From an optimization exercise on the open Yosys and OpenROAD flow, aimed at small area; shortcuts taken in it are not production practice.
At most, simulation tests tie the RTL to the original design; equivalence was not proved.
No activity file was given, so power comes from the tool's default toggle rates.

// pipe_core
module pipe_core (
    input  wire        clk,
    input  wire        rst,
    output wire [31:0] imem_addr,
    input  wire [31:0] imem_rdata,
    output wire [4:0]  rf_raddr1,
    output wire [4:0]  rf_raddr2,
    input  wire [31:0] rf_rdata1,
    input  wire [31:0] rf_rdata2,
    output wire        rf_we,
    output wire [4:0]  rf_waddr,
    output wire [31:0] rf_wdata,
    output wire [31:0] dmem_addr,
    output wire        dmem_re,
    output wire        dmem_we,
    output wire [31:0] dmem_wdata,
    input  wire [31:0] dmem_rdata,
    output wire [31:0] pc,
    output wire [31:0] ifid_instr,
    output wire [31:0] idex_instr,
    output wire [31:0] exmem_instr,
    output wire [31:0] memwb_instr
);
For scale: ~1,700 cells after synthesis, ~320 flip-flops, about 440 I/O pins, roughly 15,000 um2 of cells after synthesis.
export LEC_CHECK = 0
export CAP_MARGIN = 20
export CORE_MARGIN = 2
export CORE_UTILIZATION = 60
export SLEW_MARGIN = 20
create_clock -name core_clock -period 5.5 [get_ports {clk}]
standard.sh (not shown) runs the stock make flow with config.mk's settings and CLKGATE_MAP_FILE= SYNTH_SCRIPT=/design/flow/synth_recipe.tcl, a recipe that flattens the netlist after the stock synthesis.
==> flow/flow/run.sh <==
#!/bin/bash
set -euo pipefail
bash standard.sh \
  "BUFFER_PORTS_ARGS=-buffer_cell sky130_fd_sc_hd__buf_1" \
  "CTS_ARGS=-sink_clustering_enable -repair_clock_nets -buf_list sky130_fd_sc_hd__clkbuf_8 -sink_clustering_size 16 -sink_clustering_max_diameter 70 -dont_use_dummy_load" \
  finish > standard.log 2>&1
Change:
--- a/flow/design.v
+++ b/flow/design.v
@@ -94,47 +94,43 @@
     wire b_sl = ~e_hit_rt & m_hit_rt & m_lw;
     wire b_sc = ~e_hit_rt & m_hit_rt & ~m_lw;
     wire b_sr = ~e_hit_rt & ~m_hit_rt;
     wire [31:0] d_fa = ({32{a_se}} & e_res) | ({32{a_sl}} & dmem_rdata)
                      | ({32{a_sc}} & mem_alu_q) | ({32{a_sr}} & rf_rdata1);
     wire [31:0] d_fb = ({32{b_se}} & e_res) | ({32{b_sl}} & dmem_rdata)
                      | ({32{b_sc}} & mem_alu_q) | ({32{b_sr}} & rf_rdata2);
     wire        d_beq   = (d_op == 6'h04);
     wire        d_j     = (d_op == 6'h02);
     wire        d_taken = d_beq & d_equal;
     wire [15:0] pc_lo = pc_q[17:2];
     wire [13:0] pc_hi = pc_q[31:18];
-    wire [15:0] br_lo;
-    wire        br_c16;
-    pc_bk_add #(.N(16)) u_pc_br (.a(pc_lo), .b(ifid_q[15:0]), .cin(1'b1), .s(br_lo), .cout(br_c16));
-    reg  [16:0] lo_run;      
+    wire [15:0] nx_lo;
+    wire        nx_c16;
+    pc_bk_add #(.N(16)) u_pc_add (.a(pc_lo), .b(ifid_q[15:0] & {16{d_taken}}), .cin(1'b1), .s(nx_lo), .cout(nx_c16));
     reg  [13:0] hi_inc;      
     reg  [13:0] hi_dec;      
     integer k;
     always @(*) begin
-        lo_run[0] = 1'b1;
-        for (k = 0; k < 16; k = k + 1) lo_run[k+1] = lo_run[k] & pc_lo[k];
         hi_inc[0] = 1'b1;
         hi_dec[0] = 1'b1;
         for (k = 0; k < 13; k = k + 1) begin
             hi_inc[k+1] = hi_inc[k] & pc_hi[k];
             hi_dec[k+1] = hi_dec[k] & ~pc_hi[k];
         end
     end
-    wire        br_up   = ~ifid_q[15] & br_c16;
-    wire        br_down = ifid_q[15] & ~br_c16;
-    wire [29:0] d_pc4 = {pc_hi ^ ({14{lo_run[16]}} & hi_inc), pc_lo ^ lo_run[15:0]};
-    wire [29:0] d_br  = {pc_hi ^ (({14{br_up}} & hi_inc) | ({14{br_down}} & hi_dec)), br_lo};
-    wire [29:0] d_seq   = d_taken ? d_br : d_pc4;
-    wire [31:2] d_next  = d_j ? {d_pc4[29:26], ifid_q[25:0]} : d_seq;
+    wire        nx_neg  = d_taken & ifid_q[15];
+    wire        nx_up   = ~nx_neg & nx_c16;
+    wire        nx_down = nx_neg & ~nx_c16;
+    wire [29:0] d_seq = {pc_hi ^ (({14{nx_up}} & hi_inc) | ({14{nx_down}} & hi_dec)), nx_lo};
+    wire [31:2] d_next  = d_j ? {d_seq[29:26], ifid_q[25:0]} : d_seq;
     assign imem_addr   = {pc_q, 2'b00};
     assign pc          = {pc_q, 2'b00};
     assign rf_raddr1   = d_rs;
     assign rf_raddr2   = d_rt;
     assign rf_we       = w_wr;
     assign rf_waddr    = w_dst;
     assign rf_wdata    = wb_q;
     assign dmem_addr   = mem_alu_q;
     assign dmem_re     = m_lw;
     assign dmem_we     = m_sw;
     assign dmem_wdata  = mem_wd_q;
     assign ifid_instr  = ifid_q;
Outcome: The changed run completed, yet does not pass: negative setup slack. Core utilization increases by 4.6 points. Via count rises by 3.3%. Sequential power is about the same. Clock skew is higher by 20 ps. Wire length goes up by 1.8%. Total power went up by 0.83%. Register-to-register slack got worse by 720 ps. Synthesized area is about the same. Final cell count climbs by 5.7%. Combinational power came out higher by 2.8%. Non-clock buffer count is higher by 120.
The RTL of the second run of this note was laid out without a check of its function.

========
The RTL this note starts from:
==> flow/design.v <==
module pipe_core (
    input  wire        clk,
    input  wire        rst,
    output wire [31:0] imem_addr,
    input  wire [31:0] imem_rdata,
    output wire [4:0]  rf_raddr1,
    output wire [4:0]  rf_raddr2,
    input  wire [31:0] rf_rdata1,
    input  wire [31:0] rf_rdata2,
    output wire        rf_we,
    output wire [4:0]  rf_waddr,
    output wire [31:0] rf_wdata,
    output wire [31:0] dmem_addr,
    output wire        dmem_re,
    output wire        dmem_we,
    output wire [31:0] dmem_wdata,
    input  wire [31:0] dmem_rdata,
    output wire [31:0] pc,
    output wire [31:0] ifid_instr,
    output wire [31:0] idex_instr,
    output wire [31:0] exmem_instr,
    output wire [31:0] memwb_instr
);
    reg [31:2] pc_q;         
    reg [31:0] ifid_q;
    reg [31:0] idex_q;
    reg [31:0] exmem_q;
    reg [31:0] memwb_q;
    reg [31:0] ex_a_q;       
    reg [31:0] ex_b_q;       
    reg        x_e_rs, x_e_rt;   
    reg        x_l_rs, x_l_rt;   
    reg [31:0] mem_alu_q;    
    reg [31:0] mem_wd_q;     
    reg [31:0] wb_q;         
    wire [5:0] d_op = ifid_q[31:26];
    wire [4:0] d_rs = ifid_q[25:21];
    wire [4:0] d_rt = ifid_q[20:16];
    wire [5:0] e_op = idex_q[31:26];
    wire       e_rtype = (e_op == 6'h00);
    wire       e_lw    = (e_op == 6'h23);
    wire       e_wr    = e_rtype | e_lw;
    wire [4:0] e_dst   = e_op[0] ? idex_q[20:16] : idex_q[15:11];
    wire [5:0] m_op = exmem_q[31:26];
    wire       m_lw = (m_op == 6'h23);
    wire       m_sw = (m_op == 6'h2B);
    wire       m_wr = (m_op == 6'h00) | m_lw;
    wire [4:0] m_dst = m_op[0] ? exmem_q[20:16] : exmem_q[15:11];
    wire [5:0] w_op = memwb_q[31:26];
    wire       w_wr = (w_op == 6'h00) | (w_op == 6'h23);
    wire [4:0] w_dst = w_op[0] ? memwb_q[20:16] : memwb_q[15:11];
    wire [5:0]  e_fn  = idex_q[5:0];
    wire        e_imm = e_op[5];
    wire [31:0] e_fa = ({32{x_e_rs}} & mem_alu_q) | ({32{~x_e_rs & x_l_rs}} & wb_q)
                     | ({32{~x_e_rs & ~x_l_rs}} & ex_a_q);
    wire [31:0] e_fb = ({32{x_e_rt}} & mem_alu_q) | ({32{~x_e_rt & x_l_rt}} & wb_q)
                     | ({32{~x_e_rt & ~x_l_rt}} & ex_b_q);
    wire [31:0] e_b   = e_imm ? {{16{idex_q[15]}}, idex_q[15:0]} : e_fb;
    wire        e_sub = ~e_imm & e_fn[1];
    wire [32:0] e_sum;
    pc_bk_add #(.N(32)) u_alu_add (.a(e_fa), .b(e_b ^ {32{e_sub}}), .cin(e_sub), .s(e_sum[31:0]), .cout(e_sum[32]));
    wire        e_lt  = ~e_sum[32];
    wire        e_fok   = e_fn[5] & ~e_fn[4];
    wire        e_addsub = e_imm | (e_fok & e_fn[3:0] == 4'h0) | (e_fok & e_fn[3:0] == 4'h2);
    wire        e_and   = ~e_imm & e_fok & (e_fn[3:0] == 4'h4);
    wire        e_or    = ~e_imm & e_fok & (e_fn[3:0] == 4'h5);
    wire        e_slt   = ~e_imm & e_fok & (e_fn[3:0] == 4'hA);
    wire [31:0] e_res = ({32{e_addsub}} & e_sum[31:0])
                      | ({32{e_and}} & (e_fa & e_fb))
                      | ({32{e_or}}  & (e_fa | e_fb))
                      | {31'd0, e_slt & e_lt};
    wire [31:0] m_wb = m_lw ? dmem_rdata : mem_alu_q;
    wire [4:0] f_rs = imem_rdata[25:21];
    wire [4:0] f_rt = imem_rdata[20:16];
    wire [5:0] d_opx = ifid_q[31:26];
    wire       d_wr  = (d_opx == 6'h00) | (d_opx == 6'h23);
    wire [4:0] d_dst = d_opx[0] ? ifid_q[20:16] : ifid_q[15:11];
    reg m_hit_rs, m_hit_rt, e_hit_rs, e_hit_rt;
    always @(posedge clk) begin
        if (rst) begin
            m_hit_rs <= 1'b0;
            m_hit_rt <= 1'b0;
            e_hit_rs <= 1'b0;
            e_hit_rt <= 1'b0;
        end else begin
            m_hit_rs <= e_wr & (e_dst == f_rs) & (|f_rs);
            m_hit_rt <= e_wr & (e_dst == f_rt) & (|f_rt);
            e_hit_rs <= d_wr & (d_dst == f_rs) & (|f_rs);
            e_hit_rt <= d_wr & (d_dst == f_rt) & (|f_rt);
        end
    end
    wire [31:0] d_eq_a = m_hit_rs ? mem_alu_q : rf_rdata1;
    wire [31:0] d_eq_b = m_hit_rt ? mem_alu_q : rf_rdata2;
    wire        d_equal = (d_eq_a == d_eq_b);
    wire        d_beq   = (d_op == 6'h04);
    wire        d_j     = (d_op == 6'h02);
    wire        d_taken = d_beq & d_equal;
    wire [15:0] pc_lo = pc_q[17:2];
    wire [13:0] pc_hi = pc_q[31:18];
    wire [15:0] br_lo;
    wire        br_c16;
    pc_bk_add #(.N(16)) u_pc_br (.a(pc_lo), .b(ifid_q[15:0]), .cin(1'b1), .s(br_lo), .cout(br_c16));
    reg  [16:0] lo_run;      
    reg  [13:0] hi_inc;      
    reg  [13:0] hi_dec;      
    integer k;
    always @(*) begin
        lo_run[0] = 1'b1;
        for (k = 0; k < 16; k = k + 1) lo_run[k+1] = lo_run[k] & pc_lo[k];
        hi_inc[0] = 1'b1;
        hi_dec[0] = 1'b1;
        for (k = 0; k < 13; k = k + 1) begin
            hi_inc[k+1] = hi_inc[k] & pc_hi[k];
            hi_dec[k+1] = hi_dec[k] & ~pc_hi[k];
        end
    end
    wire        br_up   = ~ifid_q[15] & br_c16;
    wire        br_down = ifid_q[15] & ~br_c16;
    wire [29:0] d_pc4 = {pc_hi ^ ({14{lo_run[16]}} & hi_inc), pc_lo ^ lo_run[15:0]};
    wire [29:0] d_br  = {pc_hi ^ (({14{br_up}} & hi_inc) | ({14{br_down}} & hi_dec)), br_lo};
    wire [29:0] d_seq   = d_taken ? d_br : d_pc4;
    wire [31:2] d_next  = d_j ? {d_pc4[29:26], ifid_q[25:0]} : d_seq;
    assign imem_addr   = {pc_q, 2'b00};
    assign pc          = {pc_q, 2'b00};
    assign rf_raddr1   = d_rs;
    assign rf_raddr2   = d_rt;
    assign rf_we       = w_wr;
    assign rf_waddr    = w_dst;
    assign rf_wdata    = wb_q;
    assign dmem_addr   = mem_alu_q;
    assign dmem_re     = m_lw;
    assign dmem_we     = m_sw;
    assign dmem_wdata  = mem_wd_q;
    assign ifid_instr  = ifid_q;
    assign idex_instr  = idex_q;
    assign exmem_instr = exmem_q;
    assign memwb_instr = memwb_q;
    always @(posedge clk) begin
        if (rst) begin
            pc_q    <= 30'd0;
            ifid_q  <= 32'd0;
            idex_q  <= 32'd0;
            exmem_q <= 32'd0;
            memwb_q <= 32'd0;
        end else begin
            pc_q    <= d_next;
            ifid_q  <= imem_rdata;
            idex_q  <= ifid_q;
            exmem_q <= idex_q;
            memwb_q <= exmem_q;
        end
    end
    always @(posedge clk) begin
        ex_a_q    <= d_eq_a;
        ex_b_q    <= d_eq_b;
        x_e_rs    <= e_hit_rs;
        x_e_rt    <= e_hit_rt;
        x_l_rs    <= m_hit_rs & m_lw;
        x_l_rt    <= m_hit_rt & m_lw;
        mem_alu_q <= e_res;
        mem_wd_q  <= e_fb;
        wb_q      <= m_wb;
    end
endmodule
module pc_bk_add #(parameter N = 32) (
    input  wire [N-1:0] a,
    input  wire [N-1:0] b,
    input  wire         cin,
    output wire [N-1:0] s,
    output wire         cout
);
    localparam integer TOPD = (N > 32) ? 32 : (N > 16) ? 16 : (N > 8) ? 8 : (N > 4) ? 4 : (N > 2) ? 2 : 1;
    reg [N-1:0] g, p;
    reg [N:0]   c;
    integer i, d;
    always @(*) begin
        g = a & b;
        p = a ^ b;
        g[0] = g[0] | (p[0] & cin);
        for (d = 1; d < N; d = d * 2)
            for (i = 2 * d - 1; i < N; i = i + 2 * d) begin
                g[i] = g[i] | (p[i] & g[i-d]);
                p[i] = p[i] & p[i-d];
            end
        for (d = TOPD; d >= 1; d = d / 2)
            for (i = 3 * d - 1; i < N; i = i + 2 * d) begin
                g[i] = g[i] | (p[i] & g[i-d]);
                p[i] = p[i] & p[i-d];
            end
        c[0] = cin;
        for (i = 0; i < N; i = i + 1)
            c[i+1] = g[i];
    end
    assign s    = a ^ b ^ c[N-1:0];
    assign cout = c[N];
endmodule
Settings: LEC_CHECK=0, CAP_MARGIN=20, CORE_MARGIN=2, CORE_UTILIZATION=60, SLEW_MARGIN=20; clock period 5.5 ns.
Scripts as last shown in full above: flow/flow/run.sh
The first run completed with no timing, DRC or antenna violations.
Change:
--- a/flow/design.v
+++ b/flow/design.v
@@ -29,6 +29,4 @@
     reg [31:0] ex_a_q;       
     reg [31:0] ex_b_q;       
-    reg        x_e_rs, x_e_rt;   
-    reg        x_l_rs, x_l_rt;   
     reg [31:0] mem_alu_q;    
     reg [31:0] mem_wd_q;     
@@ -52,12 +50,8 @@
     wire [5:0]  e_fn  = idex_q[5:0];
     wire        e_imm = e_op[5];
-    wire [31:0] e_fa = ({32{x_e_rs}} & mem_alu_q) | ({32{~x_e_rs & x_l_rs}} & wb_q)
-                     | ({32{~x_e_rs & ~x_l_rs}} & ex_a_q);
-    wire [31:0] e_fb = ({32{x_e_rt}} & mem_alu_q) | ({32{~x_e_rt & x_l_rt}} & wb_q)
-                     | ({32{~x_e_rt & ~x_l_rt}} & ex_b_q);
-    wire [31:0] e_b   = e_imm ? {{16{idex_q[15]}}, idex_q[15:0]} : e_fb;
+    wire [31:0] e_b   = e_imm ? {{16{idex_q[15]}}, idex_q[15:0]} : ex_b_q;
     wire        e_sub = ~e_imm & e_fn[1];
     wire [32:0] e_sum;
-    pc_bk_add #(.N(32)) u_alu_add (.a(e_fa), .b(e_b ^ {32{e_sub}}), .cin(e_sub), .s(e_sum[31:0]), .cout(e_sum[32]));
+    pc_bk_add #(.N(32)) u_alu_add (.a(ex_a_q), .b(e_b ^ {32{e_sub}}), .cin(e_sub), .s(e_sum[31:0]), .cout(e_sum[32]));
     wire        e_lt  = ~e_sum[32];
     wire        e_fok   = e_fn[5] & ~e_fn[4];
@@ -67,6 +61,6 @@
     wire        e_slt   = ~e_imm & e_fok & (e_fn[3:0] == 4'hA);
     wire [31:0] e_res = ({32{e_addsub}} & e_sum[31:0])
-                      | ({32{e_and}} & (e_fa & e_fb))
-                      | ({32{e_or}}  & (e_fa | e_fb))
+                      | ({32{e_and}} & (ex_a_q & ex_b_q))
+                      | ({32{e_or}}  & (ex_a_q | ex_b_q))
                       | {31'd0, e_slt & e_lt};
     wire [31:0] m_wb = m_lw ? dmem_rdata : mem_alu_q;
@@ -93,4 +87,12 @@
     wire [31:0] d_eq_b = m_hit_rt ? mem_alu_q : rf_rdata2;
     wire        d_equal = (d_eq_a == d_eq_b);
+    wire a_se = e_hit_rs;
+    wire a_sl = ~e_hit_rs & m_hit_rs & m_lw;
+    wire a_sq = ~e_hit_rs & ~(m_hit_rs & m_lw);
+    wire b_se = e_hit_rt;
+    wire b_sl = ~e_hit_rt & m_hit_rt & m_lw;
+    wire b_sq = ~e_hit_rt & ~(m_hit_rt & m_lw);
+    wire [31:0] d_fa = ({32{a_se}} & e_res) | ({32{a_sl}} & dmem_rdata) | ({32{a_sq}} & d_eq_a);
+    wire [31:0] d_fb = ({32{b_se}} & e_res) | ({32{b_sl}} & dmem_rdata) | ({32{b_sq}} & d_eq_b);
     wire        d_beq   = (d_op == 6'h04);
     wire        d_j     = (d_op == 6'h02);
@@ -152,12 +154,8 @@
     end
     always @(posedge clk) begin
-        ex_a_q    <= d_eq_a;
-        ex_b_q    <= d_eq_b;
-        x_e_rs    <= e_hit_rs;
-        x_e_rt    <= e_hit_rt;
-        x_l_rs    <= m_hit_rs & m_lw;
-        x_l_rt    <= m_hit_rt & m_lw;
+        ex_a_q    <= d_fa;
+        ex_b_q    <= d_fb;
         mem_alu_q <= e_res;
-        mem_wd_q  <= e_fb;
+        mem_wd_q  <= ex_b_q;
         wb_q      <= m_wb;
     end
What happened:
- The new run produced a clean layout
- worst setup slack is better by 0.52 ns
- non-clock buffer count shrinks by 4
- worst hold slack is better by 0.030 ns
- power shrinks by 2.1%
- die area shrinks by 3.3%
- global-route usage grows by 0.44 points
- critical path depth shrinks by 6
- wire length shrinks by 2.4%
- sequential share of layout area grows by 0.83 points
- count of clock-buffer cells in the layout does not change
- via count grows by 1.4%
- register-to-register slack is better by 0.52 ns
- synthesized area shrinks by 3.4%
- cell count grows by 1.5%
No functional check of the RTL was part of any run of this note.

[re-timing with driven ports]
In the flow no input, the clock included, has a driving cell. The finished layouts below were timed again as built, in two steps.
Step 1 sets driving cells, clkbuf_16 on the clock port and buf_2 on the other inputs (assumed; they add their load-dependent delay and slew).
Step 2, shift: input delay + t, output delay - t, t = (earliest + latest rising clock arrival at the registers) / 2. This alone moves slack from input paths to output paths.
a / b / c = no drivers / after step 1 / after step 2; a / b = the first two.
| run | shift t [ns] | slack for setup (ns) | pins driven straight from the clock port |
|---|---|---|---|
| the first run of note 1 | 0.602 | 0.540 / 0.540 / 0.540 | 1 |
| the second run of note 1 | 0.615 | -0.184 / -0.184 / -0.748 | 1 |
| the first run of note 2 | 0.621 | 0.321 / 0.321 / 0.321 | 1 |
| the second run of note 2 | 0.623 | 0.845 / 0.845 / 0.845 | 1 |
For the second run of note 1, which loses most, drivers alone change the setup slack by 0.000 ns; drivers and shift together by -0.564 ns.
